Source: an optimization exercise on an open RTL-to-GDS flow (aim: small area). Production flows keep margins and buffers that such runs may drop. In this exercise RTL edits were held to simulation tests only and were not proved equivalent to the original. No activity file was given, so power comes from the tool's default toggle rates.

==> design.v <==
module wt440_line_decoder #(
    parameter [31:0] BIT_LEN = 32'd2000,
    parameter [31:0] TOL     = 32'd200
) (
    input  wire        clk,
    input  wire        rst,
    input  wire        edge_valid,
    input  wire [31:0] edge_ts,
    output wire        bit_valid,
    output wire        bit_value
);
    localparam [31:0] BIT_LOW      = BIT_LEN - TOL;
    localparam [31:0] BIT_HIGH     = BIT_LEN + TOL;
    localparam [31:0] HALFBIT_LOW  = (BIT_LEN >> 1) - (TOL >> 1);
    localparam [31:0] HALFBIT_HIGH = (BIT_LEN >> 1) + (TOL >> 1);
    localparam [1:0] S_FIRST = 2'd0;   
    localparam [1:0] S_START = 2'd1;   
    localparam [1:0] S_HALF  = 2'd2;   
    reg [1:0]  state;
    reg [31:0] last_ts;
    wire [31:0] d       = edge_ts - last_ts;
    wire        in_full = (d >= BIT_LOW) && (d <= BIT_HIGH);
    wire        in_half = (d >= HALFBIT_LOW) && (d <= HALFBIT_HIGH);
    reg [1:0] state_next;
    reg       emit;
    reg       value;
    always @(*) begin
        state_next = state;
        emit       = 1'b0;
        value      = 1'b0;
        case (state)
            S_START: begin
                if (in_full) begin
                    emit       = 1'b1;
                    value      = 1'b0;
                    state_next = S_START;
                end else if (in_half) begin
                    state_next = S_HALF;
                end else begin
                    state_next = S_START;
                end
            end
            S_HALF: begin
                if (in_half) begin
                    emit  = 1'b1;
                    value = 1'b1;
                end
                state_next = S_START;
            end
            default: begin
                state_next = S_START;
            end
        endcase
    end
    assign bit_valid = edge_valid && !rst && emit;
    assign bit_value = value;
    always @(posedge clk) begin
        if (rst) begin
            state <= S_FIRST;
        end else if (edge_valid) begin
            state   <= state_next;
        end
    end
    always @(posedge clk) begin
        if (!rst && edge_valid)
            last_ts <= edge_ts;
    end
endmodule
module wt440_frame_assembler #(
    parameter [31:0] BIT_LEN = 32'd2000,
    parameter [31:0] TOL     = 32'd200,
    parameter        LAYOUT  = 0           
) (
    input  wire        clk,
    input  wire        rst,
    input  wire        bit_valid,
    input  wire        bit_value,
    input  wire [31:0] bit_ts,
    output wire        fr_valid,
    output wire [3:0]  fr_house,
    output wire [1:0]  fr_channel,
    output wire [1:0]  fr_status,
    output wire        fr_batt,
    output wire [7:0]  fr_hum,
    output wire [7:0]  fr_tint,
    output wire [3:0]  fr_tfrac,
    output wire [1:0]  fr_seq
);
    localparam [31:0] BIT_LOW  = BIT_LEN - TOL;
    localparam [31:0] BIT_HIGH = BIT_LEN + TOL;
    reg [5:0]  idx;
    reg [1:0]  csum;
    reg [31:0] prev_ts;
    reg [3:0]  house;
    reg [1:0]  channel;
    reg [1:0]  status;
    reg        batt;
    reg [7:0]  hum;
    reg [7:0]  tint;
    reg [3:0]  tfrac;
    reg [1:0]  seq;
    wire [31:0] g          = bit_ts - prev_ts;
    wire        spacing_ok = (idx == 6'd0) || ((g >= BIT_LOW) && (g <= BIT_HIGH));
    wire        pre_idx    = (idx <= 6'd3);
    wire        pre_expect = (idx == 6'd0) || (idx == 6'd1);
    wire        pre_ok     = !pre_idx || (bit_value == pre_expect);
    wire        accept     = spacing_ok && pre_ok;
    wire [1:0]  csum_next  = idx[0] ? (csum ^ {bit_value, 1'b0})
                                    : (csum ^ {1'b0, bit_value});
    wire        last_bit   = (idx == 6'd35);
    wire sel_house = (idx >= 6'd4)  && (idx <= 6'd7);
    wire sel_chan  = (idx >= 6'd8)  && (idx <= 6'd9);
    wire sel_stat  = (idx >= 6'd10) && (idx <= 6'd11);
    wire sel_batt  = (LAYOUT == 0) && (idx == 6'd12);
    wire sel_hum   = (LAYOUT == 0) ? ((idx >= 6'd13) && (idx <= 6'd19))
                                   : ((idx >= 6'd12) && (idx <= 6'd19));
    wire sel_tint  = (idx >= 6'd20) && (idx <= 6'd27);
    wire sel_tfrac = (idx >= 6'd28) && (idx <= 6'd31);
    wire sel_seq   = (idx >= 6'd32) && (idx <= 6'd33);
    assign fr_valid   = bit_valid && accept && last_bit && (csum_next == 2'b00);
    assign fr_house   = house;
    assign fr_channel = channel;
    assign fr_status  = status;
    assign fr_batt    = batt;
    assign fr_hum     = hum;
    assign fr_tint    = tint;
    assign fr_tfrac   = tfrac;
    assign fr_seq     = seq;
    always @(posedge clk) begin
        if (rst) begin
            idx     <= 6'd0;
            csum    <= 2'b00;
            house   <= 4'd0;
            channel <= 2'd0;
            status  <= 2'd0;
            batt    <= 1'b0;
            hum     <= 8'd0;
            tint    <= 8'd0;
            tfrac   <= 4'd0;
            seq     <= 2'd0;
        end else if (bit_valid) begin
            if (!accept || last_bit) begin
                idx     <= 6'd0;
                csum    <= 2'b00;
                house   <= 4'd0;
                channel <= 2'd0;
                status  <= 2'd0;
                batt    <= 1'b0;
                hum     <= 8'd0;
                tint    <= 8'd0;
                tfrac   <= 4'd0;
                seq     <= 2'd0;
            end else begin
                idx  <= idx + 6'd1;
                csum <= csum_next;
                if (sel_house) house   <= {house[2:0], bit_value};
                if (sel_chan)  channel <= {channel[0], bit_value};
                if (sel_stat)  status  <= {status[0], bit_value};
                if (sel_batt)  batt    <= bit_value;
                if (sel_hum)   hum     <= {hum[6:0], bit_value};
                if (sel_tint)  tint    <= {tint[6:0], bit_value};
                if (sel_tfrac) tfrac   <= {tfrac[2:0], bit_value};
                if (sel_seq)   seq     <= {seq[0], bit_value};
            end
        end
    end
    always @(posedge clk) begin
        if (!rst && bit_valid)
            prev_ts <= bit_ts;
    end
endmodule
module wt440_deduplicator #(
    parameter [31:0] DEDUP_WINDOW = 32'd1000000
) (
    input  wire        clk,
    input  wire        rst,
    input  wire        fr_valid,
    input  wire [3:0]  fr_house,
    input  wire [1:0]  fr_channel,
    input  wire [1:0]  fr_status,
    input  wire        fr_batt,
    input  wire [7:0]  fr_hum,
    input  wire [7:0]  fr_tint,
    input  wire [3:0]  fr_tfrac,
    input  wire [1:0]  fr_seq,
    input  wire [31:0] fr_ts,
    output wire        fr_dup
);
    reg        dd_valid;
    reg [3:0]  dd_house;
    reg [1:0]  dd_channel;
    reg [1:0]  dd_status;
    reg        dd_batt;
    reg [7:0]  dd_hum;
    reg [7:0]  dd_tint;
    reg [3:0]  dd_tfrac;
    reg [1:0]  dd_seq;
    reg [31:0] dd_ts;
    wire        same = (fr_house   == dd_house)   &&
                       (fr_channel == dd_channel) &&
                       (fr_status  == dd_status)  &&
                       (fr_batt    == dd_batt)    &&
                       (fr_hum     == dd_hum)     &&
                       (fr_tint    == dd_tint)    &&
                       (fr_tfrac   == dd_tfrac);
    wire [31:0] age  = fr_ts - dd_ts;
    assign fr_dup = dd_valid && same && (age < DEDUP_WINDOW);
    always @(posedge clk) begin
        if (rst) begin
            dd_valid <= 1'b0;
        end else if (fr_valid && !fr_dup) begin
            dd_valid <= 1'b1;
        end
    end
    always @(posedge clk) begin
        if (!rst && fr_valid && !fr_dup) begin
            dd_house   <= fr_house;
            dd_channel <= fr_channel;
            dd_status  <= fr_status;
            dd_batt    <= fr_batt;
            dd_hum     <= fr_hum;
            dd_tint    <= fr_tint;
            dd_tfrac   <= fr_tfrac;
            dd_seq     <= fr_seq;
            dd_ts      <= fr_ts;
        end
    end
endmodule
module wt440hrx_core #(
    parameter [31:0] BIT_LEN      = 32'd2000,
    parameter [31:0] TOL          = 32'd200,
    parameter [31:0] DEDUP_WINDOW = 32'd1000000,
    parameter        LAYOUT       = 0
) (
    input  wire               clk,
    input  wire               rst,
    input  wire               edge_valid,
    input  wire [31:0]        edge_ts,
    output wire               bit_valid,
    output wire               bit_value,
    output wire [31:0]        bit_ts,
    output wire               fr_valid,
    output wire               fr_dup,
    output wire               rd_valid,
    output wire [3:0]         rd_house,
    output wire [1:0]         rd_channel,
    output wire [1:0]         rd_status,
    output wire               rd_batt,
    output wire [7:0]         rd_hum,
    output wire [7:0]         rd_tint,
    output wire [3:0]         rd_tfrac,
    output wire [1:0]         rd_seq,
    output wire [31:0]        rd_ts,
    output wire [2:0]         rd_channel_rep,
    output wire signed [12:0] rd_temp_x16
);
    wire fa_valid;
    wt440_line_decoder #(
        .BIT_LEN (BIT_LEN),
        .TOL     (TOL)
    ) u_ld (
        .clk        (clk),
        .rst        (rst),
        .edge_valid (edge_valid),
        .edge_ts    (edge_ts),
        .bit_valid  (bit_valid),
        .bit_value  (bit_value)
    );
    assign bit_ts = edge_ts;
    wt440_frame_assembler #(
        .BIT_LEN (BIT_LEN),
        .TOL     (TOL),
        .LAYOUT  (LAYOUT)
    ) u_fa (
        .clk        (clk),
        .rst        (rst),
        .bit_valid  (bit_valid),
        .bit_value  (bit_value),
        .bit_ts     (bit_ts),
        .fr_valid   (fa_valid),
        .fr_house   (rd_house),
        .fr_channel (rd_channel),
        .fr_status  (rd_status),
        .fr_batt    (rd_batt),
        .fr_hum     (rd_hum),
        .fr_tint    (rd_tint),
        .fr_tfrac   (rd_tfrac),
        .fr_seq     (rd_seq)
    );
    assign rd_ts = bit_ts;
    wt440_deduplicator #(
        .DEDUP_WINDOW (DEDUP_WINDOW)
    ) u_dd (
        .clk        (clk),
        .rst        (rst),
        .fr_valid   (fa_valid),
        .fr_house   (rd_house),
        .fr_channel (rd_channel),
        .fr_status  (rd_status),
        .fr_batt    (rd_batt),
        .fr_hum     (rd_hum),
        .fr_tint    (rd_tint),
        .fr_tfrac   (rd_tfrac),
        .fr_seq     (rd_seq),
        .fr_ts      (rd_ts),
        .fr_dup     (fr_dup)
    );
    assign fr_valid = fa_valid;
    assign rd_valid = fa_valid && !fr_dup;
    assign rd_channel_rep = {1'b0, rd_channel} + 3'd1;
    assign rd_temp_x16    = ($signed({5'b0, rd_tint}) - 13'sd50) * 13'sd16
                          + $signed({9'b0, rd_tfrac});
endmodule
==> run.sh <==
#!/bin/bash
# synth_recipe.tcl (not shown) runs the flow's synth.tcl, then flattens the netlist and writes it again
# the make line also repeats each setting of config.mk as NAME=value (left out here)
make -C /OpenROAD-flow-scripts/flow DESIGN_CONFIG=/design/flow/config.mk WORK_HOME=/design/flow/orfs CLKGATE_MAP_FILE= SYNTH_SCRIPT=/design/flow/synth_recipe.tcl finish
==> config.mk <==
export PLATFORM = sky130hd
export DESIGN_NAME = wt440hrx_core
export DESIGN_NICKNAME = wt440hrx_core
export VERILOG_FILES = /design/flow/design.v
export SDC_FILE = /design/flow/constraint.sdc
export NUM_CORES = 4
export LEC_CHECK = 0
export CAP_MARGIN = 20
export CORE_MARGIN = 2
export CORE_UTILIZATION = 40
export SLEW_MARGIN = 20
==> constraint.sdc <==
create_clock -name core_clock -period 14.0 [get_ports {clk}]
set_input_delay 2.8000 -clock core_clock [delete_from_list [all_inputs] [get_ports {clk}]]
set_output_delay 2.8000 -clock core_clock [all_outputs]
set_load 0.01 [all_outputs]
==> summary.txt <==
## per-stage QoR
step / hold slack (ns) / utilization, % / instances / setup WS [ns] / power, uW
finish: 0.456 / 46.9 / 2114 / 2.75 / 1330
global route: 0.499 / 46.9 / 2114 / 2.44 / 1390
CTS: 0.459 / 46.9 / 2114 / 2.85 / 1340
detailed placement: 0.444 / 45.1 / 2082 / 2.88 / 841
global placement: 0.445 / 45.0 / 2081 / 2.87 / 840
floorplan: 0.422 / - / 1600 / 3.20 / 757
## kinds of logic (layout without fill, tap and decap cells)
group / count (synthesis) / count (layout) / synth area share (%)
simple gates: 506 / 506 / 19.1
compound gates: 455 / 455 / 22.5
buf+inv: 283 / 349 / 9.88
flops: 167 / 167 / 33.5
fa+ha+maj: 102 / 102 / 9.41
xor+xnor: 75 / 75 / 4.79
mux: 12 / 12 / 0.912
## per-layer routing
metal | global-route usage, % | vias up
met4 | 7.12 | 0
met5 | 0 | -
met3 | 3.63 | 36
met1 | 30.0 | 5902
met2 | 35.3 | 300
li1 | - | 5969
## flip-flops by register name (all words and copies together), names as in the netlist
name / flops
u_dd.dd_ts: 32
u_fa.prev_ts: 32
u_ld.last_ts: 32
u_dd.dd_hum: 8
u_dd.dd_tint: 8
u_fa.hum: 8
u_fa.tint: 8
u_fa.idx: 6
u_dd.dd_house: 4
u_dd.dd_tfrac: 4
u_fa.house: 4
u_fa.tfrac: 4
u_dd.dd_channel: 2
u_dd.dd_status: 2
u_fa.channel: 2
u_fa.csum: 2
u_fa.seq: 2
u_fa.status: 2
u_ld.state: 2
u_dd.dd_batt: 1
u_dd.dd_valid: 1
u_fa.batt: 1
## cell usage after synthesis (6+ instances only)
library cell  count  area (sq um)
xor2_1           33           289
o21a_1            9          67.6
edfxtp_1        125          3750
a31oi_1          17           106
a211o_1           9          78.8
buf_2            17          85.1
o311ai_0          6          52.6
and3_1           27           169
nor2_1           99           372
o2111ai_1        14           123
a21o_1           23           173
inv_1           152           571
and2_1           12          75.1
clkbuf_1         38           143
a2111oi_0        11          96.3
xnor2_1          42           368
nor3_1           41           205
and4_1            8          70.1
nand2b_1         15          93.8
a211oi_1         15           113
o22ai_1           6          37.5
a21boi_0          7          52.6
nor4_1           18           113
ha_1            100          1250
nand4_1          46           288
nand2_1         108           405
buf_4            70           526
a21oi_1         120           601
o21ai_0         102           510
or3_1            17           106
or2_2             9          56.3
nor2b_1          20           125
mux2i_1           8          80.1
nand3_1          62           310
o21ai_1           6          30.0
dfxtp_1          42           841
o31ai_1          11          82.6
o211ai_1         20           150
## path summary, 6_finish.rpt
kind / from / end / slack (ns) / cells after the start
setup / recovery: edge_ts[4] / rd_valid / 2.75 / 12
hold / removal: u_dd.dd_valid / u_dd.dd_valid / 0.46 / 2
setup reg to reg: u_ld.last_ts[4] / u_dd.dd_ts[5] / 7.86 / 13
hold reg to reg: u_dd.dd_valid / u_dd.dd_valid / 0.46 / 2
## power by group through the flow
stage	registers (uW)	clock network (uW)	logic, uW
6_report	538	494	295
5_1_grt	539	526	325
4_1_cts	538	506	293
3_5_place_dp	550	0	291
3_3_place_gp	550	0	290
2_1_floorplan	549	0	207
## area by class of cell
| cell class | instances | area (sq um) | share of cell area (%) |
|---|---|---|---|
| clock inverters | 14 | 175 | 1.11 |
| repair buffers | 163 | 1620 | 10.3 |
| clock buffers | 18 | 450 | 2.85 |
| flip-flops and latches | 167 | 4590 | 29.1 |
| well taps | 448 | 561 | 3.55 |
| multi-input cells | 1150 | 7800 | 49.5 |
| inverters | 154 | 578 | 3.66 |
## worst max-delay path: cells and delay by family
family / cells / cell delay [ns]
adders and majority gates: 1 / 0.61
and+or+nand+nor: 2 / 0.66
xor gates and xnor gates: 1 / 0.17
AOI/OAI and AO/OA: 6 / 3.01
buffers and inverters: 2 / 1.18
==> flow_metrics.tcl <==
set metrics [dict create \
    status "finished clean" \
    crit_chain "clkdlybuf4s50_1 -> ha_1 -> o2111ai_1 -> a2111oi_2 -> nor2_1 -> xnor2_1 -> nor4_2 -> o211ai_1 -> a2111oi_2 -> o2111ai_2 -> a31oi_1 -> clkdlybuf4s50_1" \
    hold_path.class "reg2reg" \
    syn_inst 1600 \
    cts_tree "yes" \
    max_stage_delay_ns 0.90 \
    cts_sinks 167 \
    drt-initial-drc-count 997 \
    max_freq_ghz 0.0889 \
    p_int_uw 903 \
    crit_fanout 11 \
    io_pins 151 \
    place_area_sq_um 15200 \
    dieArea_sq_um 35800 \
    tns_ns 0 \
    syn_area_sq_um 13700 \
    drt_wl_total_microns 39100 \
    port_buffers 150 \
    combPwrFrac_pct 22.2 \
    hold_buffers 0 \
    relSlewSlack_pct 28.9 \
    critPathKind "in2out" \
    synth.net_count 1737 \
    clk_latency_ns 0.46 \
    final_area_sq_um 15800 \
    ys_ff_latch 167 \
    antenna_found_initial 0 \
    n_antenna_cell 0 \
    power.density_nw_per_um2 84.1 \
    tightest_slew_ns 1.06 \
    place_hpwl_microns 29700 \
    synth_cell_types 90 \
    clockPowerShare_pct 37.2 \
    die_w_microns 189 \
    clockRootBuffer "clkbuf_16" \
    period_share_pct 80.3 \
    startpoint_type "primary input" \
    grt_max_degree 46 \
    rsz0062_at_grt "no" \
    top_layer "met4" \
    min_period_ns 11.25 \
    hold_violations 0 \
    synth_edf_count 125 \
    critPathRequiredTime_ns 11.20 \
    via_count 12200 \
    finalNetCount 1790 \
    max-vdd-ir-drop_v 0.0000894 \
    syn_avg_cell_area_sq_um 8.57 \
    final_cell_mix "inv_1 (152), clkdlybuf4s50_1 (150), edfxtp_1 (125)" \
    drive_above_1_share_pct 5.52 \
    gr-total-overflow 0 \
    via_per_inst 5.77 \
    ant_nets 0 \
    maxCapViolations 0 \
    post_cts_resized 0 \
    finalSetupViolCount 0 \
    cts-buffers-inserted 17 \
    start_util_pct 40.8 \
    ys_seq_area_share_pct 33.5 \
    p_leak_uw 0.00615 \
    drtPass1Iterations 5 \
    wl_met3_microns 1790 \
    route.detailed.drc 0 \
    post_drt_wl_per_cell_microns 18.5 \
    drv_slew 0 \
    grt_pass1_wl_microns 62400 \
    h-tree-depth 4 \
    switching_share_pct 32.0 \
    p_switching_uw 425 \
    cts_buffer_depth 2 \
    synth.yosys.warnings 3 \
    slowest_stage "a2111oi_2" \
    cp.arrival_ns 8.45 \
    endpoint_kind "output pin" \
    gp_congestion 0.940 \
    final_common_cell "inv_1" \
    power_frac_seq_pct 40.6 \
    fill_cells 3238 \
    die_h_microns 189 \
    grt_pass1_vias 11500 \
    rows 67 \
    path_clk_slew_ns 0.08 \
    routed-wl-met2_microns 17900 \
    core_sq_um 33600 \
    clock_skew_ns 0.0184 \
    postSynth.asyncResetShare_pct 0 \
    wl_met1_microns 18500 \
    grt.total_usage_pct 21.9 \
    area_growth_pct 15.1 \
    ys.flop_type "edfxtp_1" \
    post_cts_buffers 0 \
]

==> what the ideal ports hide <==
The results above use ideal ports. As a check the final layout listed here was re-extracted and re-timed, cells and wires unchanged.
Step 1 assumes that a clkbuf_16 drives the clock port and a buf_2 every other input.
Step 2 times the ports against the registers' clock, not the clock port: input delays grow and output delays shrink by t, the midpoint of the rising clock arrivals with the driver on.
Slacks: no drivers / after step 1 / after step 2; pairs: no drivers / after step 1.
t, ns: 0.502
setup WS [ns]: 2.755 / 2.733 / 2.733
hold WS [ns]: 0.456 / 0.456 / 0.456
latest minus earliest clock arrival (ns): 0.018 / 0.018
worst register clock-pin slew, ns: 0.08 / 0.08
After both steps setup and hold are still met in this run. For this run, drivers alone change the setup slack by -0.022 ns; drivers and shift together by -0.022 ns.
